Source: an optimization exercise on an open RTL-to-GDS flow (aim: small area). Production flows keep margins and buffers that such runs may drop. At most, simulation tests tie the RTL to the original design; equivalence was not proved. Only the layout flow was run in runs 2 to 4; the RTL was not checked for function there. Power and IR drop assume default switching activity.

**config.mk**
```make
export PLATFORM = sky130hd
export DESIGN_NAME = fli_dec
export DESIGN_NICKNAME = fli_dec
export VERILOG_FILES = /design/flow/design.v
export SDC_FILE = /design/flow/constraint.sdc
export NUM_CORES = 4
export LEC_CHECK = 0
export CAP_MARGIN = 20
export CORE_MARGIN = 2
export CORE_UTILIZATION = 40
export SLEW_MARGIN = 20
```
**constraint.sdc**
```tcl
create_clock -name core_clock -period 11.0 [get_ports {clk}]
set_input_delay 2.2000 -clock core_clock [delete_from_list [all_inputs] [get_ports {clk}]]
set_output_delay 2.2000 -clock core_clock [all_outputs]
set_load 0.01 [all_outputs]
```
**design.v**
```verilog
module fli_dec (
    input  wire        clk,
    input  wire        rst,           
    input  wire        host_we,
    input  wire [2:0]  host_addr,     
    input  wire [31:0] host_wdata,
    output wire [5:0]  status,        
    output wire [1:0]  ctrl,          
    output wire [31:0] ip,
    output wire [31:0] errcode,
    input  wire        s_valid,
    input  wire [7:0]  s_data,
    input  wire        s_err,         
    input  wire [31:0] s_errcode,
    output wire        s_ready,
    output reg         fb_we,
    output wire        fb_wbank,
    output wire [15:0] fb_waddr,
    output reg  [7:0]  fb_wdata,
    output wire        fb_re,
    output wire        fb_rbank,
    output wire [15:0] fb_raddr,
    input  wire [7:0]  fb_rdata,
    output reg         pal_we,
    output wire        pal_wbank,
    output wire [9:0]  pal_waddr,
    output reg  [7:0]  pal_wdata,
    output wire        pal_re,
    output wire        pal_rbank,
    output wire [9:0]  pal_raddr,
    input  wire [7:0]  pal_rdata
);
    localparam [15:0] M_COLOR2 = 16'd4;
    localparam [15:0] M_LC2    = 16'd7;
    localparam [15:0] M_COLOR  = 16'd11;
    localparam [15:0] M_LC     = 16'd12;
    localparam [15:0] M_BRUN   = 16'd15;
    localparam [5:0]
        S_IDLE     = 6'd0,
        S_DONE     = 6'd1,
        S_FAULT    = 6'd2,
        S_CPF_RD   = 6'd3,
        S_CPF_WR   = 6'd4,
        S_CPP_RD   = 6'd5,
        S_CPP_WR   = 6'd6,
        S_PAL_H0   = 6'd7,
        S_PAL_H1   = 6'd8,
        S_PAL_PKT  = 6'd9,
        S_PAL_CNT  = 6'd10,
        S_PAL_SK1  = 6'd11,
        S_PAL_SK2  = 6'd12,
        S_PAL_R    = 6'd13,
        S_PAL_G    = 6'd14,
        S_PAL_B    = 6'd15,
        S_PAL_WG   = 6'd16,
        S_PAL_WB   = 6'd17,
        S_PAL_FULL = 6'd18,
        S_PAL_FW   = 6'd19,
        S_BR_LINE  = 6'd20,
        S_BR_PKT   = 6'd21,
        S_LC_H0    = 6'd22,
        S_LC_H1    = 6'd23,
        S_LC_ROWS  = 6'd24,
        S_LC_H2    = 6'd25,
        S_LC_H3    = 6'd26,
        S_LC_LINE  = 6'd27,
        S_L2_H0    = 6'd28,
        S_L2_H1    = 6'd29,
        S_L2_LINE  = 6'd30,
        S_L2_W1    = 6'd31,
        S_L2_VSK   = 6'd32,
        S_L2_EOL   = 6'd33,
        S_L2_LP1   = 6'd34,
        S_L2_LP2   = 6'd35,
        S_PKT      = 6'd36,   
        S_C        = 6'd37,   
        S_L2_B0    = 6'd38,
        S_L2_B1    = 6'd39,
        S_LIT_RD   = 6'd40,
        S_LIT_WR   = 6'd41,
        S_REP_V    = 6'd42,
        S_REP_WR   = 6'd43;
    localparam [1:0] O_BRUN = 2'd0, O_LC = 2'd1, O_LC2 = 2'd2, O_COLOR = 2'd3;
    reg [15:0] width, height;
    reg        fbank, pbank;
    reg        f_ioerr, f_ovf, f_pclamp, f_badop;
    reg [31:0] ip_r;
    reg [31:0] errcode_r;
    reg [5:0]  state;
    reg [1:0]  op;
    reg [15:0] lines, pkts;
    reg [16:0] base, addr;
    reg [8:0]  len;
    reg [7:0]  dat, dat1, lastpix;
    reg        lastv;
    wire busy = (state != S_IDLE) && (state != S_DONE) && (state != S_FAULT);
    wire idle = (state == S_IDLE) || (state == S_DONE);
    assign status    = {f_badop, f_pclamp, f_ovf, f_ioerr, (state == S_DONE), busy};
    assign ctrl      = {pbank, fbank};
    assign ip        = ip_r;
    assign errcode   = errcode_r;
    assign fb_wbank  = fbank;
    assign fb_rbank  = ~fbank;
    assign pal_wbank = pbank;
    assign pal_rbank = ~pbank;
    assign fb_waddr  = addr[15:0];
    assign fb_raddr  = addr[15:0];
    assign pal_waddr = addr[9:0];
    assign pal_raddr = addr[9:0];
    wire w_big = (width[15:9] != 7'd0) || (width[8] && width[7:0] != 8'd0);
    wire h_big = (height[15:9] != 7'd0) || (height[8] && height[7:0] != 8'd0);
    wire [8:0]  fa = w_big ? height[8:0] : width[8:0];
    wire [15:0] fb = w_big ? width : height;
    wire [16:0] fbx = {1'b0, fb};
    wire [16:0] p0 = fa[0] ? fbx : 17'd0;
    wire [16:0] p1 = fa[1] ? {fbx[15:0], 1'b0} : 17'd0;
    wire [16:0] p2 = fa[2] ? {fbx[14:0], 2'b0} : 17'd0;
    wire [16:0] p3 = fa[3] ? {fbx[13:0], 3'b0} : 17'd0;
    wire [16:0] p4 = fa[4] ? {fbx[12:0], 4'b0} : 17'd0;
    wire [16:0] p5 = fa[5] ? {fbx[11:0], 5'b0} : 17'd0;
    wire [16:0] p6 = fa[6] ? {fbx[10:0], 6'b0} : 17'd0;
    wire [16:0] p7 = fa[7] ? {fbx[9:0], 7'b0} : 17'd0;
    wire [16:0] p8 = fa[8] ? {fbx[8:0], 8'b0} : 17'd0;
    wire ov = (fa[1] & fb[15]) | (fa[2] & (|fb[15:14])) | (fa[3] & (|fb[15:13])) |
              (fa[4] & (|fb[15:12])) | (fa[5] & (|fb[15:11])) | (fa[6] & (|fb[15:10])) |
              (fa[7] & (|fb[15:9])) | (fa[8] & (|fb[15:8]));
    wire [19:0] psum = p0 + p1 + p2 + p3 + p4 + p5 + p6 + p7 + p8;
    wire fits = !(w_big && h_big) && !ov && (psum <= 20'd65536);
    wire [16:0] wh = psum[16:0];
    wire in_frame = (addr < wh);         
    wire row_in   = (base < wh);         
    wire [16:0] base_w = base + {1'b0, width};
    wire pal_in   = !(addr[9] && addr[8]);    
    wire at767    = (addr[9:0] == 10'd767);
    wire lc2   = (op == O_LC2);
    wire scale = (op == O_COLOR);
    wire [7:0]  neg  = ~s_data + 8'd1;                      
    wire [15:0] word = {s_data, dat};
    reg        rd;                  
    reg        ip_lo, ip_hi;        
    reg [5:0]  nxt;                 
    reg        a_en;  reg [1:0] a_src;  reg [1:0] a_b;
    reg        b_en;
    reg        p_en;  reg [1:0] p_src;
    reg        l_en;  reg       l_src;
    reg        n_en;  reg [2:0] n_src;
    reg        d_en, d1_en, lp_en, d_sc;
    reg        set_ovf, set_pclamp, lv_set, lv_clr;
    wire [7:0]  sc   = (scale && d_sc) ? {s_data[5:0], 2'b00} : s_data;
    localparam [1:0] A_SUM = 2'd0, A_BASE = 2'd1, A_BASEW = 2'd2, A_WORD = 2'd3;
    localparam [1:0] B_ZERO = 2'd0, B_ONE = 2'd1, B_DAT = 2'd2, B_MONE = 2'd3;
    localparam [1:0] P_WORD = 2'd0, P_BYTE = 2'd1, P_DEC = 2'd2;
    localparam [2:0] N_BYTE = 3'd0, N_NEG = 3'd1, N_NEG2 = 3'd2, N_BYTE2 = 3'd3, N_DEC = 3'd4;
    wire run_last = (len == 9'd1);
    wire [5:0] pkt_state = (op == O_BRUN) ? S_BR_PKT : S_PKT;
    always @(*) begin
        rd = 1'b0; ip_lo = 1'b0; ip_hi = 1'b0;
        nxt = state;
        a_en = 1'b0; a_src = A_SUM; a_b = B_ONE;
        b_en = 1'b0;
        p_en = 1'b0; p_src = P_DEC;
        l_en = 1'b0; l_src = 1'b0;
        n_en = 1'b0; n_src = N_DEC;
        d_en = 1'b0; d1_en = 1'b0; lp_en = 1'b0; d_sc = 1'b0;
        set_ovf = 1'b0; set_pclamp = 1'b0; lv_set = 1'b0; lv_clr = 1'b0;
        case (state)
            S_CPF_RD: nxt = !in_frame ? (lc2 ? S_L2_H0 : S_LC_H0) : S_CPF_WR;
            S_CPF_WR: begin a_en = 1'b1; nxt = S_CPF_RD; end
            S_CPP_RD: nxt = S_CPP_WR;
            S_CPP_WR: begin a_en = 1'b1; nxt = at767 ? S_PAL_H0 : S_CPP_RD; end
            S_PAL_H0: begin rd = 1'b1; ip_lo = 1'b1; d_en = 1'b1; nxt = S_PAL_H1; end
            S_PAL_H1: begin
                rd = 1'b1; ip_hi = 1'b1;
                p_en = 1'b1; p_src = P_WORD;
                a_en = 1'b1; a_b = B_ZERO; a_src = A_BASE;    
                nxt = S_PAL_PKT;
            end
            S_PAL_PKT: begin
                if (pkts == 16'd0) nxt = S_DONE;
                else begin rd = 1'b1; d_en = 1'b1; nxt = S_PAL_CNT; end
            end
            S_PAL_CNT: begin
                rd = 1'b1; n_en = 1'b1; n_src = N_BYTE;
                if (s_data == 8'd0) begin
                    a_en = 1'b1; a_src = A_BASE;              
                    nxt = S_PAL_FULL;
                end else begin
                    a_en = pal_in; a_b = B_DAT;
                    nxt = S_PAL_SK1;
                end
            end
            S_PAL_SK1: begin a_en = pal_in; a_b = B_DAT; nxt = S_PAL_SK2; end
            S_PAL_SK2: begin a_en = pal_in; a_b = B_DAT; nxt = S_PAL_R; end
            S_PAL_R:   begin rd = 1'b1; d_en = 1'b1; d_sc = 1'b1; nxt = S_PAL_G; end
            S_PAL_G:   begin rd = 1'b1; d1_en = 1'b1; d_sc = 1'b1; nxt = S_PAL_B; end
            S_PAL_B: begin
                rd = 1'b1; d_en = 1'b1; d_sc = 1'b1;
                if (pal_in) begin
                    a_en = 1'b1;
                    nxt = S_PAL_WG;
                end else begin
                    set_pclamp = 1'b1;
                    n_en = 1'b1;
                    p_en = run_last;
                    nxt = run_last ? S_PAL_PKT : S_PAL_R;
                end
            end
            S_PAL_WG: begin a_en = 1'b1; nxt = S_PAL_WB; end
            S_PAL_WB: begin
                a_en = 1'b1; n_en = 1'b1; p_en = run_last;
                nxt = run_last ? S_PAL_PKT : S_PAL_R;
            end
            S_PAL_FULL: begin rd = 1'b1; d_en = 1'b1; d_sc = 1'b1; nxt = S_PAL_FW; end
            S_PAL_FW:   begin a_en = 1'b1; nxt = at767 ? S_DONE : S_PAL_FULL; end
            S_BR_LINE: begin
                if (lines == 16'd0) nxt = S_DONE;
                else begin
                    rd = 1'b1; p_en = 1'b1; p_src = P_BYTE;
                    a_en = 1'b1; a_src = A_BASE;
                    nxt = S_BR_PKT;
                end
            end
            S_BR_PKT: begin
                if (pkts == 16'd0) begin
                    b_en = row_in; l_en = 1'b1;
                    nxt = S_BR_LINE;
                end else begin
                    rd = 1'b1; n_en = 1'b1;
                    n_src = s_data[7] ? N_NEG : N_BYTE;
                    nxt = s_data[7] ? S_LIT_RD : S_REP_V;
                end
            end
            S_LC_H0: begin rd = 1'b1; ip_lo = 1'b1; d_en = 1'b1; nxt = S_LC_H1; end
            S_LC_H1: begin
                rd = 1'b1; ip_hi = 1'b1; p_en = 1'b1; p_src = P_WORD;    
                nxt = S_LC_ROWS;
            end
            S_LC_ROWS: begin
                if (pkts == 16'd0 || !row_in) nxt = S_LC_H2;
                else begin b_en = 1'b1; p_en = 1'b1; end
            end
            S_LC_H2: begin rd = 1'b1; ip_lo = 1'b1; d_en = 1'b1; nxt = S_LC_H3; end
            S_LC_H3: begin
                rd = 1'b1; ip_hi = 1'b1; l_en = 1'b1; l_src = 1'b1;
                nxt = S_LC_LINE;
            end
            S_LC_LINE: begin
                if (lines == 16'd0) nxt = S_DONE;
                else begin
                    rd = 1'b1; p_en = 1'b1; p_src = P_BYTE;
                    a_en = 1'b1; a_src = A_BASE;
                    nxt = S_PKT;
                end
            end
            S_PKT: begin
                if (pkts == 16'd0) begin
                    if (lc2) nxt = S_L2_EOL;
                    else begin
                        b_en = row_in; l_en = 1'b1;
                        nxt = S_LC_LINE;
                    end
                end else begin
                    rd = 1'b1; d_en = 1'b1; nxt = S_C;
                end
            end
            S_C: begin
                rd = 1'b1;
                a_en = in_frame; a_b = B_DAT;
                if (s_data[7]) begin
                    n_en = 1'b1; n_src = lc2 ? N_NEG2 : N_NEG;
                    nxt = lc2 ? S_L2_B0 : S_REP_V;
                end else if (s_data == 8'd0) begin
                    p_en = 1'b1;
                    nxt = S_PKT;
                end else begin
                    n_en = 1'b1; n_src = lc2 ? N_BYTE2 : N_BYTE;
                    nxt = S_LIT_RD;
                end
            end
            S_L2_H0: begin rd = 1'b1; ip_lo = 1'b1; d_en = 1'b1; nxt = S_L2_H1; end
            S_L2_H1: begin
                rd = 1'b1; ip_hi = 1'b1; l_en = 1'b1; l_src = 1'b1;
                nxt = S_L2_LINE;
            end
            S_L2_LINE: begin
                if (lines == 16'd0) nxt = S_DONE;
                else begin rd = 1'b1; ip_lo = 1'b1; d_en = 1'b1; nxt = S_L2_W1; end
            end
            S_L2_W1: begin
                rd = 1'b1; ip_hi = 1'b1;
                if (s_data[7] && s_data[6]) begin
                    a_en = 1'b1; a_src = A_WORD;
                    nxt = S_L2_VSK;
                end else if (s_data[7]) begin
                    lp_en = 1'b1; lv_set = 1'b1;
                    nxt = S_L2_LINE;
                end else begin
                    p_en = 1'b1; p_src = P_WORD;
                    a_en = 1'b1; a_src = A_BASE;
                    nxt = S_PKT;
                end
            end
            S_L2_VSK: begin
                if (addr[16] || !row_in) nxt = S_L2_LINE;
                else begin b_en = 1'b1; a_en = 1'b1; end
            end
            S_L2_EOL: begin
                set_ovf = lastv && !row_in;
                lv_clr = 1'b1;
                a_en = 1'b1; a_src = A_BASEW;
                b_en = row_in; l_en = 1'b1;
                nxt = (lastv && row_in) ? S_L2_LP1 : S_L2_LINE;
            end
            S_L2_LP1: begin a_en = 1'b1; a_b = B_MONE; nxt = S_L2_LP2; end
            S_L2_LP2: nxt = S_L2_LINE;
            S_L2_B0:  begin rd = 1'b1; d_en = 1'b1; nxt = S_L2_B1; end
            S_L2_B1:  begin rd = 1'b1; d1_en = 1'b1; nxt = S_REP_WR; end
            S_LIT_RD: begin rd = 1'b1; d_en = 1'b1; nxt = S_LIT_WR; end
            S_LIT_WR: begin
                a_en = in_frame; set_ovf = !in_frame;
                n_en = 1'b1; p_en = run_last;
                nxt = run_last ? pkt_state : S_LIT_RD;
            end
            S_REP_V: begin
                rd = 1'b1; d_en = 1'b1;
                p_en = (len == 9'd0);
                nxt = (len == 9'd0) ? pkt_state : S_REP_WR;
            end
            S_REP_WR: begin
                a_en = in_frame; set_ovf = !in_frame;
                n_en = 1'b1; p_en = run_last;
                if (run_last) nxt = pkt_state;
            end
            default: ;
        endcase
    end
    assign s_ready = rd;
    wire rd_fail = rd && !s_valid && s_err;
    wire stall   = rd && !s_valid;            
    wire go      = !stall;                    
    assign fb_re  = (state == S_CPF_RD);
    assign pal_re = (state == S_CPP_RD);
    always @(*) begin
        fb_we     = 1'b0;
        fb_wdata  = dat;
        pal_we    = 1'b0;
        pal_wdata = dat;
        case (state)
            S_CPF_WR: begin fb_we = 1'b1; fb_wdata = fb_rdata; end
            S_CPP_WR: begin pal_we = 1'b1; pal_wdata = pal_rdata; end
            S_PAL_B:  pal_we = s_valid && pal_in;
            S_PAL_WG: begin pal_we = 1'b1; pal_wdata = dat1; end
            S_PAL_WB: pal_we = 1'b1;
            S_PAL_FW: pal_we = 1'b1;
            S_LIT_WR: fb_we = in_frame;
            S_REP_WR: begin
                fb_we    = in_frame;
                fb_wdata = (lc2 && len[0]) ? dat1 : dat;
            end
            S_L2_LP2: begin fb_we = 1'b1; fb_wdata = lastpix; end
            default: ;
        endcase
    end
    reg [16:0] a_add;
    always @(*) begin
        case (a_b)
            B_ZERO:  a_add = 17'd0;
            B_ONE:   a_add = 17'd1;
            B_DAT:   a_add = {9'd0, dat};
            default: a_add = 17'h1ffff;
        endcase
    end
    wire [16:0] a_sum = addr + a_add;
    reg  [16:0] a_nxt;
    always @(*) begin
        case (a_src)
            A_SUM:   a_nxt = a_sum;
            A_BASE:  a_nxt = base;
            A_BASEW: a_nxt = base_w;
            default: a_nxt = {1'b0, word};
        endcase
    end
    reg [15:0] p_nxt;
    always @(*) begin
        case (p_src)
            P_WORD:  p_nxt = word;
            P_BYTE:  p_nxt = {8'd0, s_data};
            default: p_nxt = pkts - 16'd1;
        endcase
    end
    reg [8:0] n_nxt;
    always @(*) begin
        case (n_src)
            N_BYTE:  n_nxt = {1'b0, s_data};
            N_NEG:   n_nxt = {1'b0, neg};
            N_NEG2:  n_nxt = {neg, 1'b0};
            N_BYTE2: n_nxt = {s_data, 1'b0};
            default: n_nxt = len - 9'd1;
        endcase
    end
    wire host_reg = host_we && (host_addr <= 3'd4);
    wire host_ok  = host_reg && idle;
    wire [15:0] cmd = host_wdata[15:0];
    wire cmd_pix = (cmd == M_BRUN) || (cmd == M_LC) || (cmd == M_LC2);
    wire cmd_pal = (cmd == M_COLOR) || (cmd == M_COLOR2);
    wire start   = host_ok && (host_addr == 3'd2) && (cmd_pal || (cmd_pix && fits));
    always @(posedge clk) begin
        if (host_ok && host_addr == 3'd0) width  <= host_wdata[15:0];
        if (host_ok && host_addr == 3'd1) height <= host_wdata[15:0];
    end
    always @(posedge clk) begin
        if (start) begin
            addr  <= 17'd0;
            base  <= 17'd0;
            lastv <= 1'b0;
            lines <= height;
            op    <= (cmd == M_BRUN || cmd == M_COLOR2) ? O_BRUN :
                     (cmd == M_LC) ? O_LC : (cmd == M_LC2) ? O_LC2 : O_COLOR;
        end else if (go) begin
            if (a_en)  addr    <= a_nxt;
            if (b_en)  base    <= base_w;
            if (p_en)  pkts    <= p_nxt;
            if (l_en)  lines   <= l_src ? word : lines - 16'd1;
            if (n_en)  len     <= n_nxt;
            if (d_en)  dat     <= sc;
            if (d1_en) dat1    <= sc;
            if (lp_en) lastpix <= dat;
            if (lv_set) lastv  <= 1'b1;
            if (lv_clr) lastv  <= 1'b0;
        end
    end
    always @(posedge clk) begin
        if (rst) begin
            state     <= S_IDLE;
            fbank     <= 1'b0;
            pbank     <= 1'b0;
            f_ioerr   <= 1'b0;
            f_ovf     <= 1'b0;
            f_pclamp  <= 1'b0;
            f_badop   <= 1'b0;
            ip_r      <= 32'd0;
            errcode_r <= 32'd0;
        end else begin
            if (host_reg && !idle) begin
                f_badop <= 1'b1;
            end else if (host_ok) begin
                case (host_addr)
                    3'd2: begin
                        if (start) begin
                            ip_r  <= 32'd0;
                            state <= (cmd == M_BRUN) ? S_BR_LINE :
                                     cmd_pix ? S_CPF_RD : S_CPP_RD;
                        end else begin
                            f_badop <= 1'b1;
                        end
                    end
                    3'd3: begin
                        if (host_wdata[3]) f_ovf    <= 1'b0;
                        if (host_wdata[4]) f_pclamp <= 1'b0;
                        if (host_wdata[5]) f_badop  <= 1'b0;
                    end
                    3'd4: begin
                        fbank <= host_wdata[0];
                        pbank <= host_wdata[1];
                    end
                    default: ;
                endcase
            end
            if (rd_fail) begin
                f_ioerr   <= 1'b1;
                errcode_r <= s_errcode;
                state     <= S_FAULT;
            end else if (go) begin
                if (rd && !ip_lo)
                    ip_r <= ip_hi ? {ip_r[31:1] + 31'd1, ip_r[0]} : ip_r + 32'd1;
                if (set_ovf)    f_ovf    <= 1'b1;
                if (set_pclamp) f_pclamp <= 1'b1;
                if (busy) state <= nxt;
            end
        end
    end
endmodule
```
**run.sh**
```bash
#!/bin/bash
# synth_recipe.tcl (not shown) runs the flow's synth.tcl, then flattens the netlist and writes it again
# the make line also repeats each setting of config.mk as NAME=value (left out here)
make -C /OpenROAD-flow-scripts/flow DESIGN_CONFIG=/design/flow/config.mk WORK_HOME=/design/flow/orfs CLKGATE_MAP_FILE= SYNTH_SCRIPT=/design/flow/synth_recipe.tcl finish
```
==> results of run 1 <==
repair_timing:
action,CTS,global route
setup endpoints to repair,1,1
buffers inserted,2,0
resized for setup,9,15
pin swaps,1,2
hold buffers,0,0
worst reg2reg max path: stages (launching register included):
cell	delay (ns)
edfxtp_1	0.58
nor4_4	0.36
a21bo_1	0.32
nand2_2	0.29
mux2i_1	0.57
buf_4	0.27
nor2_1	0.07
fa_1	0.47
inv_1	0.05
fa_1	0.48
inv_1	0.06
fa_1	0.56
inv_1	0.08
fa_1	0.54
inv_1	0.04
ha_1	0.39
a21oi_1	0.22
nor2b_1	0.07
nor2_1	0.36
and4b_1	0.27
nor3b_1	0.05
buf_4	0.16
a41oi_1	0.46
o31ai_4	0.12
buf_4	0.26
or2_2	0.43
a21oi_1	0.82
cells in the final DEF (no fill, tap or decap), types with 13 or more instances in the layout:
| cell | netlist | final |
|---|---|---|
| clkdlybuf4s50_1 | 0 | 226 |
| clkbuf_16 | 0 | 27 |
| a31oi_1 | 32 | 32 |
| ha_1 | 91 | 91 |
| or2_2 | 32 | 31 |
| and3_1 | 23 | 23 |
| xor2_1 | 26 | 26 |
| nand3_1 | 62 | 62 |
| inv_1 | 149 | 149 |
| nor2_1 | 259 | 258 |
| or4_1 | 14 | 13 |
| nor3_1 | 65 | 63 |
| mux2i_1 | 34 | 30 |
| o21ai_0 | 130 | 129 |
| nor2b_1 | 24 | 24 |
| a211oi_1 | 21 | 19 |
| nor4_1 | 20 | 18 |
| o211ai_1 | 20 | 20 |
| nand4_1 | 20 | 20 |
| nand2b_1 | 26 | 26 |
| nand2_1 | 293 | 292 |
| xnor2_1 | 47 | 46 |
| fa_1 | 85 | 85 |
| o21a_1 | 22 | 22 |
| and2_1 | 19 | 19 |
| a21oi_1 | 189 | 187 |
| a21o_1 | 19 | 19 |
| edfxtp_1 | 99 | 99 |
| a22oi_1 | 22 | 22 |
| dfxtp_1 | 111 | 111 |
| or3_1 | 32 | 32 |
| buf_4 | 60 | 62 |
layout make-up:
class	count	area, µm²
sequential	210	5190
clock buffer	39	791
inverter	151	567
multi-input combinational	1820	12300
fill	4551	24000
antenna	1	2.50
clock inverter	9	80.1
timing repair buffer	291	2760
tap	607	759
cells by family after synthesis:
family	after synthesis
flip-flops	210
AO/OA/AOI/OAI	589
multiplexers	40
AND/OR/NAND/NOR	941
XOR/XNOR	73
adder cells (fa/ha/maj)	177
buffers and inverters	316
worst paths after layout:
check	start	to	slack (ns)
setup / recovery	width[9]$_DFFE_PP_	fb_we	0.59
hold / removal	errcode_r[19]$_SDFFE_PP0P_	errcode_r[19]$_SDFFE_PP0P_	0.45
setup reg to reg	width[5]$_DFFE_PP_	dat[2]$_DFFE_PP_	2.29
hold reg to reg	errcode_r[19]$_SDFFE_PP0P_	errcode_r[19]$_SDFFE_PP0P_	0.45
registers in the layout, indices dropped and copies added (netlist names), 2 cells and up:
signal and count:
lines 16, base 17, dat 8, state 6
dat1 8, addr 17, lastpix 8, pkts 16
op 2, ip_r 32, width 16, len 9
errcode_r 32, height 16
layer usage:
metal  wire length (µm)  part of all wire [%]  vias to the layer above
li1                   -                     -                     8612
met1              30400                    46                     8907
met2              29400                    44                      791
met3               4790                   7.2                      128
met4               2260                   3.4                        0
met5                  0                     0                        -
where the power goes:
| part | internal (mW) | leakage (nW) | total (mW) | switching [mW] |
|---|---|---|---|---|
| Combinational | 1.10 | 6.44 | 2.70 | 1.60 |
| Clock | 0.520 | 0.431 | 0.878 | 0.358 |
| Sequential | 0.943 | 1.80 | 1.13 | 0.186 |
| Total | 2.56 | 8.68 | 4.71 | 2.15 |
==> metrics.md, run 1 <==
| Metric | Value |
|---|---|
| Core Region | `about 0.046 mm²` |
| Critical-path top delay cell | `or4_4` |
| Hold Path Stages | `2` |
| H-Tree Level Count | `1` |
| Maximum vdd drop | `0.000114 V` |
| Remaining DRCs | `0` |
| Class of the worst hold path | `register to register` |
| Async SR Flop Fraction | `0%` |
| Critical path launch point type | `register` |
| Synth area leader | `edfxtp_1` |
| Largest cells by area after synthesis | `edfxtp_1 (16%), dfxtp_1 (12%), fa_1 (9.1%), ha_1 (6.1%), nand2_1 (5.9%)` |
| Clock-pin slew on the worst setup and hold paths | `~0.070 ns` |
| Layout area overhead | `19.6%` |
| Clock Latency Late Sink | `between 0.5 and 0.6 ns` |
| Routed wire per std cell | `21.4 µm` |
| Initial Util | `between 40% and 50%` |
| RSZ-0062 raised after global routing | `no` |
| Vias in the first global route | `17,728` |
| Met1 Usage GRT | `38.6%` |
| Period utilization | `94.6%` |
| CTS max path bufs | `3` |
| Worst path depth | `29` |
| GR Overflow Total | `0` |
| Status | `timing/DRC/antenna clean` |
| Post-Synthesis Cells | `2,346` |
| # clock sinks | `210` |
| Overall Power | `roughly 4.7 mW` |
| Commonest cells post-synth | `nand2_1 (293), nor2_1 (259), a21oi_1 (189)` |
| First-pass GRT wire length | `roughly 100,000 µm` |
| Post-route minimum period | `10.41 ns` |
| Row count | `between 70 and 80` |
| Setup ws final | `about 0.59 ns` |
| Die ar. | `just under 0.05 mm²` |
| Ys flop type | `dfxtp_1` |
| Final std cells w/o fill | `approximately 3,100` |
| Boundary Pins | `245` |
| Global-route usage over all layers | `27.3%` |
| Crit Path Class | `register to output pin` |
| Syn avg cell area | `about 8 µm²` |
| Worst-path fanout max | `14` |
| Xor and xnor area share after synthesis | `under 10%` |
| Leak | `8.68 nW` |
| Placed cells | `a little over 3,000` |
| Delay-heaviest family, CP | `adder cells` |
| Die W | `about 220 µm` |
| CP max stage delay | `0.58 ns` |
| Clock skew | `0.0157 ns` |
| Number of buffers added on ports | `around 230` |
| Pwr Density | `~210 mW/mm²` |
| Crit-path most repeated cell | `fa_1` |
| Sequential area share after synthesis | `27.7%` |
| Die height | `~220 µm` |
| Compound-gate portion of the synthesized area | `just under 20%` |
| Final Core Density | `between 40% and 50%` |
| Gpl congestion | `a little under 1` |
| Least-Margin Pin Slew | `between 1 and 1.5 ns` |
| Most common cell in the netlist | `nand2_1` |
| Worst-case reg-to-reg path depth | `26` |
| Yosys warning total | `1` |
| Mux share of post-synthesis cell area | `between 2 and 2.5%` |
| Area post-placement | `0.0214 mm²` |
| CP Data Required Time | `a little under 9 ns` |
| Largest net degree at the start of global routing | `47` |
| Synthesized cell area | `between 0.015 and 0.02 mm²` |
| Main combinational cell family by area after synthesis | `simple AND/OR/NAND/NOR gates` |
| EDFF count, synth | `between 90 and 100` |
| Drt pass-1 iters | `5` |
| DR vias | `~18,000` |
| Buffer and inverter count on the worst path | `6` |
| Vias per cell | `5.89` |
| DP HPWL | `51,000 µm` |
| Met3 GRT Util | `4.03%` |
| Mapped Nets | `between 2,000 and 3,000` |
| NumNets Final | `roughly 2,800` |
| Synth cell types | `91` |
| Root Buffer | `clkbuf_16` |
| Final Hold Viols | `0` |
| Iter 0 DRT Violations | `around 1,600` |
| Register bit total from synthesis | `210` |
| Crit end category | `output pin` |
| Setup Viol. Count Final | `0` |
| Synthesized-area fraction occupied by and/or/nand/nor cells | `24.1%` |
| Post-synth top area share | `15.8%` |
| Met2 Use GR | `between 40% and 50%` |
| Routed Antenna Nets | `0` |
| Finished Cell Area | `about 0.022 mm²` |
| Fmax | `about 96 MHz` |
| Most Crowded Layer GR | `met2` |
| CP arrival | `slightly above 8 ns` |
| Place WS | `~0.24 ns` |
| Hold slack final | `roughly 0.45 ns` |
| MaxCap Viol Count | `0` |
| CTS Buf Count | `26` |
| Share of layout cells above drive strength 1 | `7.54%` |
| Max_slew headroom | `between 30% and 40%` |
| Max Slew Vio Count | `0` |
| Overall routed net length | `roughly 67,000 µm` |
| Post-Synth Adder-Cell Area | `between 10% and 20%` |
| CTS tree | `built` |
| Initial antenna violation count | `1` |
| Setup TNS | `0 ns` |
==> run 2, diff against run 1 <==
--- a/design.v
+++ b/design.v
@@ -71,3 +71,3 @@
         S_L2_VSK   = 6'd32,
-        S_L2_EOL   = 6'd33,
+        S_EOL      = 6'd33,   
         S_L2_LP1   = 6'd34,
@@ -129,5 +129,3 @@
     wire [16:0] wh = psum[16:0];
-    wire in_frame = (addr < wh);         
-    wire row_in   = (base < wh);         
-    wire [16:0] base_w = base + {1'b0, width};
+    wire in_frame = (addr < wh);
     wire pal_in   = !(addr[9] && addr[8]);    
@@ -141,4 +139,5 @@
     reg [5:0]  nxt;                 
-    reg        a_en;  reg [1:0] a_src;  reg [1:0] a_b;
-    reg        b_en;
+    reg        a_en, a_base;        
+    reg [1:0]  a_b;                 
+    reg        b_en;                
     reg        p_en;  reg [1:0] p_src;
@@ -148,7 +147,6 @@
     reg        set_ovf, set_pclamp, lv_set, lv_clr;
-    wire [7:0]  sc   = (scale && d_sc) ? {s_data[5:0], 2'b00} : s_data;
-    localparam [1:0] A_SUM = 2'd0, A_BASE = 2'd1, A_BASEW = 2'd2, A_WORD = 2'd3;
-    localparam [1:0] B_ZERO = 2'd0, B_ONE = 2'd1, B_DAT = 2'd2, B_MONE = 2'd3;
-    localparam [1:0] P_WORD = 2'd0, P_BYTE = 2'd1, P_DEC = 2'd2;
+    localparam [1:0] B_ONE = 2'd0, B_DAT = 2'd1, B_MONE = 2'd2, B_W = 2'd3;
+    localparam [1:0] P_WORD = 2'd0, P_BYTE = 2'd1, P_NWORD = 2'd2, P_DEC = 2'd3;
     localparam [2:0] N_BYTE = 3'd0, N_NEG = 3'd1, N_NEG2 = 3'd2, N_BYTE2 = 3'd3, N_DEC = 3'd4;
+    wire [7:0]  sc   = (scale && d_sc) ? {s_data[5:0], 2'b00} : s_data;
     wire run_last = (len == 9'd1);
@@ -158,3 +156,3 @@
         nxt = state;
-        a_en = 1'b0; a_src = A_SUM; a_b = B_ONE;
+        a_en = 1'b0; a_base = 1'b0; a_b = B_ONE;
         b_en = 1'b0;
@@ -174,3 +172,3 @@
                 p_en = 1'b1; p_src = P_WORD;
-                a_en = 1'b1; a_b = B_ZERO; a_src = A_BASE;    
+                a_en = 1'b1; a_base = 1'b1;                  
                 nxt = S_PAL_PKT;
@@ -184,3 +182,3 @@
                 if (s_data == 8'd0) begin
-                    a_en = 1'b1; a_src = A_BASE;              
+                    a_en = 1'b1; a_base = 1'b1;              
                     nxt = S_PAL_FULL;
@@ -218,3 +216,2 @@
                     rd = 1'b1; p_en = 1'b1; p_src = P_BYTE;
-                    a_en = 1'b1; a_src = A_BASE;
                     nxt = S_BR_PKT;
@@ -224,4 +221,4 @@
                 if (pkts == 16'd0) begin
-                    b_en = row_in; l_en = 1'b1;
-                    nxt = S_BR_LINE;
+                    a_en = 1'b1; a_base = 1'b1;
+                    nxt = S_EOL;
                 end else begin
@@ -235,2 +232,3 @@
                 rd = 1'b1; ip_hi = 1'b1; p_en = 1'b1; p_src = P_WORD;    
+                a_en = 1'b1; a_base = 1'b1;
                 nxt = S_LC_ROWS;
@@ -238,4 +236,4 @@
             S_LC_ROWS: begin
-                if (pkts == 16'd0 || !row_in) nxt = S_LC_H2;
-                else begin b_en = 1'b1; p_en = 1'b1; end
+                if (pkts == 16'd0 || !in_frame) nxt = S_LC_H2;
+                else begin a_en = 1'b1; a_b = B_W; b_en = 1'b1; p_en = 1'b1; end
             end
@@ -250,3 +248,2 @@
                     rd = 1'b1; p_en = 1'b1; p_src = P_BYTE;
-                    a_en = 1'b1; a_src = A_BASE;
                     nxt = S_PKT;
@@ -256,7 +253,4 @@
                 if (pkts == 16'd0) begin
-                    if (lc2) nxt = S_L2_EOL;
-                    else begin
-                        b_en = row_in; l_en = 1'b1;
-                        nxt = S_LC_LINE;
-                    end
+                    a_en = 1'b1; a_base = 1'b1;
+                    nxt = S_EOL;
                 end else begin
@@ -279,2 +273,13 @@
             end
+            S_EOL: begin
+                set_ovf = lastv && !in_frame;
+                lv_clr = 1'b1;
+                a_en = in_frame; a_b = B_W; b_en = in_frame;
+                l_en = 1'b1;
+                nxt = (op == O_BRUN) ? S_BR_LINE :
+                      (op == O_LC) ? S_LC_LINE :
+                      (lastv && in_frame) ? S_L2_LP1 : S_L2_LINE;
+            end
+            S_L2_LP1: begin a_en = 1'b1; a_b = B_MONE; nxt = S_L2_LP2; end
+            S_L2_LP2: nxt = S_L2_LINE;
             S_L2_H0: begin rd = 1'b1; ip_lo = 1'b1; d_en = 1'b1; nxt = S_L2_H1; end
@@ -290,4 +295,5 @@
                 rd = 1'b1; ip_hi = 1'b1;
+                a_en = 1'b1; a_base = 1'b1;
                 if (s_data[7] && s_data[6]) begin
-                    a_en = 1'b1; a_src = A_WORD;
+                    p_en = 1'b1; p_src = P_NWORD;
                     nxt = S_L2_VSK;
@@ -298,3 +304,2 @@
                     p_en = 1'b1; p_src = P_WORD;
-                    a_en = 1'b1; a_src = A_BASE;
                     nxt = S_PKT;
@@ -303,14 +308,6 @@
             S_L2_VSK: begin
-                if (addr[16] || !row_in) nxt = S_L2_LINE;
-                else begin b_en = 1'b1; a_en = 1'b1; end
-            end
-            S_L2_EOL: begin
-                set_ovf = lastv && !row_in;
-                lv_clr = 1'b1;
-                a_en = 1'b1; a_src = A_BASEW;
-                b_en = row_in; l_en = 1'b1;
-                nxt = (lastv && row_in) ? S_L2_LP1 : S_L2_LINE;
+                a_en = in_frame; a_b = B_W; b_en = in_frame;
+                p_en = 1'b1;
+                if (pkts == 16'd0 || !in_frame) nxt = S_L2_LINE;
             end
-            S_L2_LP1: begin a_en = 1'b1; a_b = B_MONE; nxt = S_L2_LP2; end
-            S_L2_LP2: nxt = S_L2_LINE;
             S_L2_B0:  begin rd = 1'b1; d_en = 1'b1; nxt = S_L2_B1; end
@@ -338,4 +335,3 @@
     wire rd_fail = rd && !s_valid && s_err;
-    wire stall   = rd && !s_valid;            
-    wire go      = !stall;                    
+    wire go      = !(rd && !s_valid);         
     assign fb_re  = (state == S_CPF_RD);
@@ -366,6 +362,6 @@
         case (a_b)
-            B_ZERO:  a_add = 17'd0;
             B_ONE:   a_add = 17'd1;
             B_DAT:   a_add = {9'd0, dat};
-            default: a_add = 17'h1ffff;
+            B_MONE:  a_add = 17'h1ffff;
+            default: a_add = {1'b0, width};
         endcase
@@ -373,11 +369,2 @@
     wire [16:0] a_sum = addr + a_add;
-    reg  [16:0] a_nxt;
-    always @(*) begin
-        case (a_src)
-            A_SUM:   a_nxt = a_sum;
-            A_BASE:  a_nxt = base;
-            A_BASEW: a_nxt = base_w;
-            default: a_nxt = {1'b0, word};
-        endcase
-    end
     reg [15:0] p_nxt;
@@ -387,2 +374,3 @@
             P_BYTE:  p_nxt = {8'd0, s_data};
+            P_NWORD: p_nxt = ~word;
             default: p_nxt = pkts - 16'd1;
@@ -414,3 +402,2 @@
             base  <= 17'd0;
-            lastv <= 1'b0;
             lines <= height;
@@ -419,6 +406,10 @@
         end else if (go) begin
-            if (a_en)  addr    <= a_nxt;
-            if (b_en)  base    <= base_w;
+            if (a_en)  addr  <= a_base ? base : a_sum;
+            if (b_en)  base  <= a_sum;
+            if (l_en)  lines <= l_src ? word : lines - 16'd1;
+        end
+    end
+    always @(posedge clk) begin
+        if (go) begin
             if (p_en)  pkts    <= p_nxt;
-            if (l_en)  lines   <= l_src ? word : lines - 16'd1;
             if (n_en)  len     <= n_nxt;
@@ -427,5 +418,5 @@
             if (lp_en) lastpix <= dat;
-            if (lv_set) lastv  <= 1'b1;
-            if (lv_clr) lastv  <= 1'b0;
         end
+        if (start || (go && lv_clr)) lastv <= 1'b0;
+        else if (go && lv_set)       lastv <= 1'b1;
     end
--- a/config.mk
+++ b/config.mk
@@ -7,5 +7,7 @@
 export LEC_CHECK = 0
-export CAP_MARGIN = 20
+export CAP_MARGIN = 0
 export CORE_MARGIN = 2
 export CORE_UTILIZATION = 40
-export SLEW_MARGIN = 20
+export CTS_BUF_LIST = sky130_fd_sc_hd__clkbuf_2
+export GPL_TIMING_DRIVEN = 0
+export SLEW_MARGIN = 0
==> run 2 against run 1 <==
Register-to-register slack got worse by 1.7 ns. Non-clock buffer count rose by 132. First-iteration DRC count rose by 21%. Clock power fell by 33%. Clock skew rose by 0.15 ns. Critical path depth rose by 11. Largest power group unchanged. Sequential share of layout area rose by 0.58 points. Area after synthesis fell by 5.7%. Highest routed layer is now met5. Power rose by 1.6%. Via count fell by 3.3%. Clock-buffer cell count rose by 47. Global-route usage rose by 0.87 points.
==> metrics.md, run 2 <==
| Metric | Value |
|---|---|
| Status | `timing/DRC/antenna clean` |
| Reg-to-reg critical path startpoint | `width[9]$_DFFE_PP_` |
| Leak | `8.81 nW (+1.5%)` |
| Flop-to-flop setup slack | `0.56 ns (-1.73 ns)` |
| Initial antenna violation count | `7 (+6)` |
| FF-to-FF End | `addr[15]$_SDFFE_PP0P_` |
| CP Data Required Time | `11.93 ns (+3.13 ns)` |
| Register area | `0.00519 mm² (unchanged)` |
| Boundary Pins | `245 (unchanged)` |
| Clock-pin slew on the worst setup and hold paths | `0.10 ns (+0.03 ns)` |
| H-Tree Level Count | `2 (+1)` |
| Die height | `214 µm (-2.8%)` |
| Met3 GRT Util | `6.14% (+2.1 points)` |
| Mapped Nets | `2,401 (-8.3%)` |
| Post-Synth Adder-Cell Area | `14.2% (-0.95 points)` |
| Critical-path top delay cell | `fa_1` |
| Routed wire per std cell | `21.3 µm (-0.13%)` |
| Most common cell in the netlist | `nand2_1` |
| Synthesized-area fraction occupied by and/or/nand/nor cells | `24.0% (-0.027 points)` |
| Crit end category | `register` |
| Row count | `77 (-2.5%)` |
| Met1 Usage GRT | `37.1% (-1.5 points)` |
| Main combinational cell family by area after synthesis | `simple AND/OR/NAND/NOR gates` |
| MaxCap Viol Count | `0 (unchanged)` |
| Initial Util | `40.3% (-0.12 points)` |
| Xor and xnor area share after synthesis | `3.66% (+0.26 points)` |
| Ys flop type | `dfxtp_1` |
| Async SR Flop Fraction | `0% (unchanged)` |
| Most Crowded Layer GR | `met2` |
| Share of layout cells above drive strength 1 | `12.3% (+4.8 points)` |
| Mux share of post-synthesis cell area | `3.90% (+1.7 points)` |
| CTS tree | `built` |
| Worst-path fanout max | `10 (-4)` |
| Met2 Use GR | `46.0% (+3.0 points)` |
| Crit-path most repeated cell | `fa_1` |
| Critical path origin | `width[9]$_DFFE_PP_` |
| CTS Buf Count | `58 (+120%)` |
| Synth cell types | `85 (-6.6%)` |
| Clock Latency Late Sink | `1.06 ns (+0.51 ns)` |
| Class of the worst hold path | `register to register` |
| Compound-gate portion of the synthesized area | `16.8% (-3.1 points)` |
| Setup Viol. Count Final | `0 (unchanged)` |
| Worst-case reg-to-reg path depth | `40 (+54%)` |
| Post-Synthesis Cells | `2,154 (-8.2%)` |
| Maximum vdd drop | `0.000121 V (+5.7%)` |
| Sequential area share after synthesis | `29.4% (+1.7 points)` |
| Iter 0 DRT Violations | `1,920 (+21%)` |
| Remaining DRCs | `0 (unchanged)` |
| Hold path endpoint | `errcode_r[9]$_SDFFE_PP0P_` |
| Setup ws final | `0.562 ns (-0.0278 ns)` |
| Synthesized cell area | `0.0177 mm² (-5.7%)` |
| Place WS | `-1.35 ns (-1.59 ns)` |
| CP arrival | `11.37 ns (+3.16 ns)` |
| Max Slew Vio Count | `0 (unchanged)` |
| Most frequent cells in the layout | `nand2_1 (272), nor2_1 (259), clkdlybuf4s50_1 (223)` |
| Root Buffer | `clkbuf_2` |
| Final Hold Viols | `0 (unchanged)` |
| RSZ-0062 raised after global routing | `no` |
| Layout area overhead | `23.8%` |
| Final Core Density | `49.8% (+1.5 points)` |
| GR Overflow Total | `0 (unchanged)` |
| EDFF count, synth | `99 (unchanged)` |
| Clock skew | `0.169 ns (+0.153 ns)` |
| Critical path launch point type | `register` |
| FILL cells | `4,360 (-4.2%)` |
| Syn avg cell area | `8.21 µm² (+2.7%)` |
| Hold Path Stages | `2 (unchanged)` |
| Die ar. | `0.0459 mm² (-5.6%)` |
| Register bit total from synthesis | `210 (unchanged)` |
| Post-synth top area share | `16.8% (+0.96 points)` |
| Drt pass-1 iters | `5 (unchanged)` |
| Multi-input gate area | `0.0114 mm² (-7.6%)` |
| Yosys warning total | `1 (unchanged)` |
| Vias in the first global route | `17,346 (-2.2%)` |
| First-pass GRT wire length | `102,000 µm (-1.2%)` |
| Die W | `214 µm (-2.8%)` |
| Routed Antenna Nets | `0 (unchanged)` |
| Largest net degree at the start of global routing | `18 (-62%)` |
| Core Region | `0.0439 mm² (-5.4%)` |
| Global-route usage over all layers | `28.2% (+0.87 points)` |
| Pwr Density | `218 mW/mm² (+4.1%)` |
| NumNets Final | `2,721 (-1.8%)` |
| Period utilization | `94.9% (+0.25 points)` |
| DR vias | `17,834 (-3.3%)` |
| Least-Margin Pin Slew | `1.21 ns (+0.175 ns)` |
| Largest regs | `errcode_r x32, ip_r x32` |
| Fmax | `95.8 MHz (-0.27%)` |
| # clock sinks | `210 (unchanged)` |
| Max_slew headroom | `19.0% (-12 points)` |
| Number of buffers added on ports | `224 (-1.8%)` |
| Crit Path Class | `register to register` |
| CP max stage delay | `0.58 ns (about the same)` |
| CTS max path bufs | `3 (unchanged)` |
| Largest cells by area after synthesis | `edfxtp_1 (17%), dfxtp_1 (13%), fa_1 (9.5%), nand2_1 (5.8%), nor2_1 (5.5%)` |
| DP HPWL | `51,400 µm (+0.94%)` |
| Synth area leader | `edfxtp_1` |
| Commonest cells post-synth | `nand2_1 (275), nor2_1 (260), inv_1 (143)` |
| Overall routed net length | `66,500 µm (-0.48%)` |
| Vias per cell | `5.72 (-2.9%)` |
| Gpl congestion | `0.992 (+2.9%)` |
| Post-route minimum period | `10.44 ns (+0.0278 ns)` |
| Min-delay src | `errcode_r[9]$_SDFFE_PP0P_` |
| Leading cell type in the layout, fill and taps excluded | `nand2_1` |
-- run 2: cell count changes in the layout (fill, tap and decap cells not counted), sizes merged, moves of 15 or more --
| cell | delta |
|---|---|
| a21oi | -53 |
| a31oi | -15 |
| buf | +61 |
| clkbuf | +121 |
| ha | -24 |
| mux2i | +26 |
| nand2 | -18 |
| nand3 | -18 |
| o21ai | -33 |
-- run 2: timing repair --
item	4_1_cts	5_1_grt
gates cloned	0	1
hold buffers	0	0
buffers inserted	19	11
resized for setup	52	29
setup endpoints to repair	33	14
pin swaps	5	13
-- run 2: report_power, final --
| group | internal [mW] | total [mW] | switching [mW] |
|---|---|---|---|
| registers | 0.987 | 1.17 | 0.186 |
| logic | 1.30 | 3.02 | 1.72 |
| clock network | 0.216 | 0.587 | 0.371 |
-- run 2: final cells by class --
cell class / count / share of cell area, %
Multi-Input combinational cell: 1636 / 51.9
Clock inverter: 22 / 0.486
Tap cell: 592 / 3.38
Antenna cell: 3 / 0.0343
Buffer: 162 / 4.33
Sequential cell: 210 / 23.7
Clock buffer: 86 / 1.97
Timing Repair Buffer: 261 / 11.7
Inverter: 145 / 2.49
-- run 2: cell families (layout without fill, tap and decap cells) --
| kind of cell | Yosys count | after routing |
|---|---|---|
| AND/OR/NAND/NOR | 883 | 883 |
| AO/OA/AOI/OAI | 460 | 460 |
| buffers and inverters | 308 | 676 |
| flip-flops | 210 | 210 |
| adder cells (fa/ha/maj) | 151 | 151 |
| XOR/XNOR | 74 | 74 |
| multiplexers | 68 | 68 |
| other | 0 | 3 |
-- run 2: worst max path at each step --
stage          slack (ns)  depth (start not counted)               endpoint
3_3_place_gp        -1.30                         37  addr[15]$_SDFFE_PP0P_
2_1_floorplan        1.40                         40  addr[15]$_SDFFE_PP0P_
4_1_cts             0.004                         27                  fb_we
5_1_grt             0.003                         41  addr[15]$_SDFFE_PP0P_
6_report             0.56                         40  addr[15]$_SDFFE_PP0P_
3_5_place_dp        -1.35                         39  addr[15]$_SDFFE_PP0P_
-- run 2: worst max-delay path, delay by kind of cell (launching register included) --
kind	cells	cell delay (ns)
buf+inv	7	1.39
mux	2	0.40
xor+xnor	2	0.46
compound gates	15	3.55
fa+ha+maj	7	2.95
simple gates	7	1.22
flops	1	0.51
-- run 2: routing by layer --
layer	part of all wire, %	routed length (µm)
met1	43	28400
met2	46	30300
met3	8.3	5530
met4	3.4	2260
met5	0.11	70
-- run 2: through the flow --
stage	power (mW)	hold slack, ns	std cells	setup TNS, ns	cell area [µm²]
floorplan	3.04	0.442	2154	0	17700
global placement	4.03	0.443	2970	-25.72	20700
detailed placement	4.08	0.448	2976	-27.40	20800
CTS	4.75	0.462	3102	0	21700
global route	5.12	0.485	3115	0	21900
finish	4.78	0.461	3117	0	21900
==> run 3, diff against run 2 <==
--- a/config.mk
+++ b/config.mk
@@ -7,7 +7,7 @@
 export LEC_CHECK = 0
-export CAP_MARGIN = 0
+export CAP_MARGIN = 20
 export CORE_MARGIN = 2
 export CORE_UTILIZATION = 40
-export CTS_BUF_LIST = sky130_fd_sc_hd__clkbuf_2
+export CTS_BUF_LIST = sky130_fd_sc_hd__clkbuf_4
 export GPL_TIMING_DRIVEN = 0
-export SLEW_MARGIN = 0
+export SLEW_MARGIN = 20
==> run 3 against run 2 <==
Clock skew down 0.099 ns. Area after synthesis stayed put. Clock-buffer cell count increased by 5. Die area unchanged. Power increased by 4.8%. Maximum frequency down 2.3%. Worst hold slack got worse by 0.0084 ns. Clock power grew 32%. Combinational power is 1% higher. Sequential cell count is the same. Global-route usage is 0.19 points higher. Register-to-register slack worse by 0.03 ns. Critical endpoint is now fb_we.
==> metrics.md, run 3 <==
| Metric | Value |
|---|---|
| Status | `timing/DRC/antenna clean` |
| CP arrival | `8.49 ns (-2.88 ns)` |
| CTS tree | `built` |
| Synth area leader | `edfxtp_1` |
| Share of layout cells above drive strength 1 | `12.6% (+0.28 points)` |
| Sw Ratio | `45.9% (-1.8 points)` |
| FF-to-FF End | `addr[15]$_SDFFE_PP0P_` |
| Place WS | `-1.36 ns (-0.00296 ns)` |
| FILL cells | `4,282 (-1.8%)` |
| Pint | `2.71 mW (+8.3%)` |
| Min-delay src | `errcode_r[24]$_SDFFE_PP0P_` |
| Boundary Pins | `245 (unchanged)` |
| Initial Util | `40.3% (unchanged)` |
| Max Slew Vio Count | `0 (unchanged)` |
| Root Buffer | `clkbuf_4` |
| Worst-path fanout max | `10 (unchanged)` |
| Global-route usage over all layers | `28.4% (+0.19 points)` |
| Max_slew headroom | `20.7% (+1.7 points)` |
| Gpl congestion | `0.992 (unchanged)` |
| Post-route minimum period | `10.69 ns (+0.248 ns)` |
| DR vias | `17,945 (+0.62%)` |
| Mapped Nets | `2,401 (unchanged)` |
| Initial antenna violation count | `5 (-2)` |
| Setup Viol. Count Final | `0 (unchanged)` |
| Layout area overhead | `25.0%` |
| Share of total power in sequential cells | `23.6% (-0.9 points)` |
| Leak | `8.87 nW (+0.63%)` |
| Commonest cells post-synth | `nand2_1 (275), nor2_1 (260), inv_1 (143)` |
| EDFF count, synth | `99 (unchanged)` |
| DP HPWL | `51,800 µm (+0.67%)` |
| Die ar. | `0.0459 mm² (unchanged)` |
| Clock skew | `0.0694 ns (-0.0992 ns)` |
| Clk pwr share | `15.4% (+3.1 points)` |
| Hold path endpoint | `errcode_r[24]$_SDFFE_PP0P_` |
| Net Sw Power | `2.30 mW (+0.90%)` |
| Drt pass-1 iters | `8 (+3)` |
| Crit-path most repeated cell | `fa_1` |
| MaxCap Viol Count | `0 (unchanged)` |
| Flop-to-flop setup slack | `0.53 ns (-0.03 ns)` |
| Async SR Flop Fraction | `0% (unchanged)` |
| Combinational share of power | `61.0% (-2.2 points)` |
| CP max stage delay | `0.57 ns (about the same)` |
| Most Crowded Layer GR | `met2` |
| Worst-case reg-to-reg path depth | `41 (+2.5%)` |
| Met1 Usage GRT | `37.2% (+0.090 points)` |
| Class of the worst hold path | `register to register` |
| Overall routed net length | `67,200 µm (+0.94%)` |
| Post-CTS Hold Fix Bufs | `0 (unchanged)` |
| Most common cell in the netlist | `nand2_1` |
| Remaining DRCs | `0 (unchanged)` |
| Crit end category | `output pin` |
| Synth cell types | `85 (unchanged)` |
| Largest cells by area after synthesis | `edfxtp_1 (17%), dfxtp_1 (13%), fa_1 (9.5%), nand2_1 (5.8%), nor2_1 (5.5%)` |
| Syn avg cell area | `8.21 µm² (unchanged)` |
| Maximum vdd drop | `0.000115 V (-4.5%)` |
| Critical-path top delay cell | `fa_1` |
| Row count | `77 (unchanged)` |
| NumNets Final | `2,727 (+0.22%)` |
| Number of buffers added on ports | `224 (unchanged)` |
| Largest regs | `errcode_r x32, ip_r x32` |
| Register area | `0.00519 mm² (unchanged)` |
| First-pass GRT wire length | `102,000 µm (+0.80%)` |
| Yosys warning total | `1 (unchanged)` |
| Core Region | `0.0439 mm² (unchanged)` |
| Pwr Density | `227 mW/mm² (+3.7%)` |
| Largest net degree at the start of global routing | `18 (unchanged)` |
| Post-synth top area share | `16.8% (unchanged)` |
| Reg-to-reg critical path startpoint | `width[9]$_DFFE_PP_` |
| CP Data Required Time | `8.80 ns (-3.13 ns)` |
| GR Overflow Total | `0 (unchanged)` |
| Clock-pin slew on the worst setup and hold paths | `0.07 ns (-0.03 ns)` |
| Met2 Use GR | `46.0% (unchanged)` |
| Routed Antenna Nets | `0 (unchanged)` |
| Most frequent cells in the layout | `nand2_1 (272), nor2_1 (259), clkdlybuf4s50_1 (224)` |
| Leading cell type in the layout, fill and taps excluded | `nand2_1` |
| Iter 0 DRT Violations | `1,455 (-24%)` |
| Fmax | `93.6 MHz (-2.3%)` |
| CTS Buf Count | `59 (+1.7%)` |
| Clock Latency Late Sink | `0.82 ns (-0.24 ns)` |
| # clock sinks | `210 (unchanged)` |
| Ys flop type | `dfxtp_1` |
| Final Hold Viols | `0 (unchanged)` |
| Routed wire per std cell | `21.5 µm (+0.68%)` |
| CTS max path bufs | `3 (unchanged)` |
| Period utilization | `97.2% (+2.3 points)` |
| Vias in the first global route | `17,578 (+1.3%)` |
| Sequential area share after synthesis | `29.4% (unchanged)` |
| Least-Margin Pin Slew | `1.17 ns (-0.0327 ns)` |
| Multi-input gate area | `0.0113 mm² (about the same)` |
| H-Tree Level Count | `2 (unchanged)` |
| Setup ws final | `0.313 ns (-0.248 ns)` |
| Die height | `214 µm (unchanged)` |
| Post-Synthesis Cells | `2,154 (unchanged)` |
| Synthesized cell area | `0.0177 mm² (unchanged)` |
| Die W | `214 µm (unchanged)` |
| Critical path launch point type | `register` |
| Setup TNS | `0 ns (unchanged)` |
| Register bit total from synthesis | `210 (unchanged)` |
| Hold Path Stages | `2 (unchanged)` |
| Met3 GRT Util | `6.13% (-0.014 points)` |
| Vias per cell | `5.74 (+0.36%)` |
| Crit Path Class | `register to output pin` |
-- run 3: cell type report --
cell class              instances  share of cell area (%)
repair buffers                266                    11.6
well taps                     592                    3.35
multi-input cells            1636                    51.3
clock inverters                20                   0.515
inverters                     145                    2.46
diodes                          3                  0.0339
plain buffers                 162                    4.18
flip-flops and latches        210                    23.5
clock buffers                  91                    3.09
-- run 3: timing repair --
action / in CTS / in global routing
pin swaps: 4 / 9
endpoints found under the setup margin: 33 / 19
gates resized for setup: 41 / 29
buffers inserted: 16 / 21
endpoints found under the hold margin: 0 / 0
-- run 3: power by group through the flow --
stage | clock network (mW) | registers [mW] | logic, mW
after floorplan | 0 | 1.11 | 1.93
after global placement | 0 | 1.19 | 2.85
after detailed placement | 0 | 1.19 | 2.90
after CTS | 0.791 | 1.18 | 2.98
after global routing | 0.831 | 1.19 | 3.33
final | 0.773 | 1.18 | 3.06
-- run 3: cells by family after synthesis --
family | share of synthesized area [%]
and+or+nand+nor | 24.0
xor gates and xnor gates | 3.66
muxes | 3.90
DFF | 29.4
adders and majority gates | 14.2
AOI/OAI and AO/OA | 16.8
buffers and inverters | 8.03
-- run 3: worst max path at each step --
stage | start | to | depth (start not counted)
after floorplan | width[10]$_DFFE_PP_ | addr[15]$_SDFFE_PP0P_ | 40
after global placement | width[10]$_DFFE_PP_ | addr[15]$_SDFFE_PP0P_ | 37
after detailed placement | width[10]$_DFFE_PP_ | addr[15]$_SDFFE_PP0P_ | 39
after CTS | width[6]$_DFFE_PP_ | fb_we | 28
after global routing | width[6]$_DFFE_PP_ | fb_we | 28
final | width[9]$_DFFE_PP_ | fb_we | 28
-- run 3: routing by layer --
metal / vias to the layer above / wire [µm]
met1: 8721 / 28600
met5: - / 32
li1: 8254 / -
met3: 172 / 5500
met2: 792 / 30600
met4: 6 / 2450
-- run 3: worst max-delay path: cells and delay by family (launching register included) --
kind / cells / cell delay (ns)
flip-flops: 1 / 0.53
buffers and inverters: 7 / 1.39
AND/OR/NAND/NOR: 6 / 1.05
XOR/XNOR: 1 / 0.18
multiplexers: 1 / 0.28
AO/OA/AOI/OAI: 7 / 1.54
adder cells (fa/ha/maj): 6 / 2.68
-- run 3: metrics by stage --
stage	total power, mW	hold WS, ns	cell area (µm²)	utilization, %	instances
finish	5.01	0.453	22100	50.3	3125
global route	5.36	0.476	22100	50.3	3124
CTS	4.95	0.457	21800	49.7	3101
detailed placement	4.09	0.448	20700	47.2	2975
global placement	4.03	0.443	20700	47.1	2970
floorplan	3.04	0.442	17700	-	2154
==> run 4, diff against run 3 <==
--- a/design.v
+++ b/design.v
@@ -146,2 +146,3 @@
     reg        d_en, d1_en, lp_en, d_sc;
+    reg [1:0]  d_src;  reg d1_src;      
     reg        set_ovf, set_pclamp, lv_set, lv_clr;
@@ -161,3 +162,3 @@
         n_en = 1'b0; n_src = N_DEC;
-        d_en = 1'b0; d1_en = 1'b0; lp_en = 1'b0; d_sc = 1'b0;
+        d_en = 1'b0; d1_en = 1'b0; lp_en = 1'b0; d_sc = 1'b0; d_src = 2'd0; d1_src = 1'b0;
         set_ovf = 1'b0; set_pclamp = 1'b0; lv_set = 1'b0; lv_clr = 1'b0;
@@ -194,3 +195,3 @@
             S_PAL_B: begin
-                rd = 1'b1; d_en = 1'b1; d_sc = 1'b1;
+                rd = 1'b1; d_en = 1'b1; d_src = 2'd1; d1_en = 1'b1; d_sc = 1'b1;
                 if (pal_in) begin
@@ -205,3 +206,3 @@
             end
-            S_PAL_WG: begin a_en = 1'b1; nxt = S_PAL_WB; end
+            S_PAL_WG: begin a_en = 1'b1; d_en = 1'b1; d_src = 2'd1; nxt = S_PAL_WB; end
             S_PAL_WB: begin
@@ -282,3 +283,3 @@
             end
-            S_L2_LP1: begin a_en = 1'b1; a_b = B_MONE; nxt = S_L2_LP2; end
+            S_L2_LP1: begin a_en = 1'b1; a_b = B_MONE; d_en = 1'b1; d_src = 2'd2; nxt = S_L2_LP2; end
             S_L2_LP2: nxt = S_L2_LINE;
@@ -326,2 +327,3 @@
             S_REP_WR: begin
+                d_en = lc2; d_src = 2'd1; d1_en = lc2; d1_src = 1'b1;
                 a_en = in_frame; set_ovf = !in_frame;
@@ -338,12 +340,13 @@
     assign pal_re = (state == S_CPP_RD);
+    wire cp_wr = (state == S_CPF_WR) || (state == S_CPP_WR);
     always @(*) begin
+        fb_wdata  = cp_wr ? fb_rdata : dat;
+        pal_wdata = cp_wr ? pal_rdata : dat;
         fb_we     = 1'b0;
-        fb_wdata  = dat;
         pal_we    = 1'b0;
-        pal_wdata = dat;
         case (state)
-            S_CPF_WR: begin fb_we = 1'b1; fb_wdata = fb_rdata; end
-            S_CPP_WR: begin pal_we = 1'b1; pal_wdata = pal_rdata; end
+            S_CPF_WR: fb_we = 1'b1;
+            S_CPP_WR: pal_we = 1'b1;
             S_PAL_B:  pal_we = s_valid && pal_in;
-            S_PAL_WG: begin pal_we = 1'b1; pal_wdata = dat1; end
+            S_PAL_WG: pal_we = 1'b1;
             S_PAL_WB: pal_we = 1'b1;
@@ -351,7 +354,4 @@
             S_LIT_WR: fb_we = in_frame;
-            S_REP_WR: begin
-                fb_we    = in_frame;
-                fb_wdata = (lc2 && len[0]) ? dat1 : dat;
-            end
-            S_L2_LP2: begin fb_we = 1'b1; fb_wdata = lastpix; end
+            S_REP_WR: fb_we = in_frame;
+            S_L2_LP2: fb_we = 1'b1;
             default: ;
@@ -415,4 +415,4 @@
             if (n_en)  len     <= n_nxt;
-            if (d_en)  dat     <= sc;
-            if (d1_en) dat1    <= sc;
+            if (d_en)  dat     <= (d_src == 2'd1) ? dat1 : (d_src == 2'd2) ? lastpix : sc;
+            if (d1_en) dat1    <= d1_src ? dat : sc;
             if (lp_en) lastpix <= dat;
@@ -465,3 +465,3 @@
                 if (rd && !ip_lo)
-                    ip_r <= ip_hi ? {ip_r[31:1] + 31'd1, ip_r[0]} : ip_r + 32'd1;
+                    ip_r <= {ip_r[31:1] + {30'd0, ip_hi | ip_r[0]}, ip_r[0] ^ !ip_hi};
                 if (set_ovf)    f_ovf    <= 1'b1;
==> flow/run.sh (new file) <==
#!/bin/bash
# Layout flow: the standard flow (standard.sh), with two changes.
#  1. Synthesis is the standard synthesis script (synth_recipe.tcl) with
#     one change: ABC maps the logic with an area-oriented script
#     (abc_area.script beside this file).  ABC maps only the logic between
#     the registers, so the registers (names, count, cells) are the standard
#     synthesis's.
#  2. The port buffers that placement inserts are sky130_fd_sc_hd__buf_1.
# Each step's full output is in synth.log / layout.log here, and ORFS's own
# logs under orfs/logs/.
set -euo pipefail
flow_dir=$(cd "$(dirname "${BASH_SOURCE[0]}")" && pwd)
export FLOW_ABC_SCRIPT="$flow_dir/abc_area.script"
export FLOW_STD_SYNTH="$PWD/synth_recipe.tcl"
knobs=("SYNTH_SCRIPT=$flow_dir/synth.tcl"
       "BUFFER_PORTS_ARGS=-buffer_cell sky130_fd_sc_hd__buf_1")
bash standard.sh "${knobs[@]}" synth > synth.log 2>&1
bash standard.sh "${knobs[@]}" finish > layout.log 2>&1
==> flow/abc_area.script (new file) <==
&get -n
&st
&deepsyn -T 30
&dch
&nf -a
&put
topo
==> flow/synth.tcl (new file) <==
# The standard synthesis (synth_recipe.tcl), with ABC's technology mapping
# run with an area-oriented script; nothing else changes
proc abc {args} {
  set i [lsearch -exact $args -script]
  if { $i >= 0 } { lset args [expr {$i + 1}] $::env(FLOW_ABC_SCRIPT) }
  puts "abc with area script: $args"
  yosys abc {*}$args
}
source $::env(FLOW_STD_SYNTH)
==> standard.sh (new file) <==
#!/bin/bash
# synth_recipe.tcl (not shown) runs the flow's synth.tcl, then flattens the netlist and writes it again
# the make line also repeats each setting of config.mk as NAME=value (left out here)
make -C /OpenROAD-flow-scripts/flow DESIGN_CONFIG=/design/flow/config.mk WORK_HOME=/design/flow/orfs CLKGATE_MAP_FILE= SYNTH_SCRIPT=/design/flow/synth_recipe.tcl "${@:-finish}"
--- a/config.mk
+++ b/config.mk
@@ -11,3 +11,2 @@
 export CTS_BUF_LIST = sky130_fd_sc_hd__clkbuf_4
-export GPL_TIMING_DRIVEN = 0
 export SLEW_MARGIN = 20
removed: run.sh
==> run 4 against run 3 <==
Register-to-register slack improved by 0.11 ns. Highest routed layer is now met4. Core utilization is 2.6 points lower. Cell count shrank 20%. Via count shrank 21%. Global-route usage shrank 3.3 points. Critical path type is now register to register. Largest cell class unchanged. Combinational power shrank 41%. Sequential share of layout area increased by 5.4 points. Sequential power down 5%. Maximum frequency is 3.1% higher. Clock-buffer cell count shrank 13. First-iteration DRC count decreased by 38%.
==> metrics.md, run 4 <==
| Metric | Value |
|---|---|
| Status | `timing/DRC/antenna clean` |
| Die ar. | `0.0399 mm² (-13%)` |
| Commonest cells post-synth | `nor2_1 (170), clkinv_1 (137), a22o_1 (120)` |
| Iter 0 DRT Violations | `907 (-38%)` |
| Critical path origin | `width[6]$_DFFE_PP_` |
| Vias in the first global route | `13,571 (-23%)` |
| Share of layout cells above drive strength 1 | `10.3% (-2.3 points)` |
| Post-route minimum period | `10.36 ns (-0.325 ns)` |
| Post-CTS Hold Fix Bufs | `0 (unchanged)` |
| Share of total power in sequential cells | `30.4% (+6.8 points)` |
| Setup TNS | `0 ns (unchanged)` |
| Die W | `200 µm (-6.8%)` |
| Combinational share of power | `49.0% (-12 points)` |
| Initial antenna violation count | `2 (-3)` |
| Gpl congestion | `0.929 (-6.3%)` |
| Leading cell type in the layout, fill and taps excluded | `buf_1` |
| Drt pass-1 iters | `6 (-2)` |
| Row count | `71 (-7.8%)` |
| # clock sinks | `210 (unchanged)` |
| EDFF count, synth | `99 (unchanged)` |
| Clock skew | `0.0879 ns (+0.0185 ns)` |
| Finished Cell Area | `0.0180 mm² (-19%)` |
| Crit Path Class | `register to register` |
| Largest cells by area after synthesis | `edfxtp_1 (19%), dfxtp_1 (15%), fa_1 (11%), a22o_1 (6.9%), ha_1 (5.6%)` |
| Register area | `0.00519 mm² (unchanged)` |
| DR vias | `14,202 (-21%)` |
| DP HPWL | `38,000 µm (-27%)` |
| CP Data Required Time | `11.67 ns (+2.87 ns)` |
| Syn avg cell area | `9.40 µm² (+15%)` |
| Layout area overhead | `17.3%` |
| Yosys warning total | `1 (unchanged)` |
| Flop-to-flop setup slack | `0.64 ns (+0.11 ns)` |
| Max Slew Vio Count | `0 (unchanged)` |
| Post-Synthesis Cells | `1,629 (-24%)` |
-- run 4: cell count changes after synthesis, sizes merged, moves of 79 or more --
cell,change
a22o,+116
clkbuf,-79
clkinv,+135
inv,-143
nand2,-192
nor2,-91
-- run 4: worst min path at each step --
stage,to,depth (start not counted),start
final,addr[14]$_SDFFE_PP0P_,1,base[14]$_SDFFE_PP0P_
after detailed placement,addr[13]$_SDFFE_PP0P_,1,base[13]$_SDFFE_PP0P_
after global routing,addr[14]$_SDFFE_PP0P_,1,base[14]$_SDFFE_PP0P_
after global placement,addr[14]$_SDFFE_PP0P_,1,base[14]$_SDFFE_PP0P_
after CTS,addr[14]$_SDFFE_PP0P_,1,base[14]$_SDFFE_PP0P_
after floorplan,addr[10]$_SDFFE_PP0P_,1,base[10]$_SDFFE_PP0P_
-- run 4: timing repair --
item / in CTS / in global routing
endpoints found under the setup margin: 0 / 11
resized for setup: 0 / 34
setup buffers: 0 / 4
-- run 4: cell type report --
class                      instances  share of cell area, %
timing repair buffer             316                   8.44
clock buffer                      78                   3.26
clock inverter                    28                   1.13
multi-input combinational       1224                   51.8
antenna                            2                 0.0279
sequential                       210                   28.9
inverter                         137                   2.86
tap                              511                   3.56
-- run 4: critical path, delay by kind of cell (launching register included) --
kind / cells / cell delay, ns
AO/OA/AOI/OAI: 30 / 5.43
adder cells (fa/ha/maj): 8 / 2.97
AND/OR/NAND/NOR: 4 / 0.71
buffers and inverters: 5 / 0.68
flip-flops: 1 / 0.40
XOR/XNOR: 1 / 0.11
-- run 4: power by group through the flow --
stage          registers [mW]  clock network [mW]  logic (mW)
3_3_place_gp             1.13                   0        1.71
5_1_grt                  1.14               0.819        1.99
4_1_cts                  1.12               0.776        1.75
2_1_floorplan            1.10                   0        1.21
3_5_place_dp             1.13                   0        1.74
6_report                 1.12               0.756        1.80
-- run 4: logic make-up (layout without fill, tap and decap cells) --
kind of cell / after synthesis / count (layout) / share of synthesized area [%]
multiplexers: 8 / 8 / 0.531
flip-flops: 210 / 210 / 33.9
XOR/XNOR: 58 / 58 / 3.32
AO/OA/AOI/OAI: 509 / 509 / 23.5
buffers and inverters: 196 / 559 / 6.25
adder cells (fa/ha/maj): 152 / 152 / 16.5
other: 0 / 2 / 0
AND/OR/NAND/NOR: 496 / 497 / 15.9
-- run 4: metal layers --
layer	wire (µm)	GRT usage (%)
met1	21800	32.4
met2	23600	41.8
met3	3580	5.03
met4	1420	8.56
met5	0	0
-- run 4: through the flow --
| step | power (mW) | worst slack [ns] | util (%) |
|---|---|---|---|
| floorplan | 2.31 | 0.104 | - |
| global placement | 2.84 | 0.214 | 45.2 |
| detailed placement | 2.87 | 0.123 | 45.2 |
| CTS | 3.64 | 0.144 | 47.3 |
| global route | 3.95 | 0.0382 | 47.7 |
| finish | 3.68 | 0.638 | 47.7 |
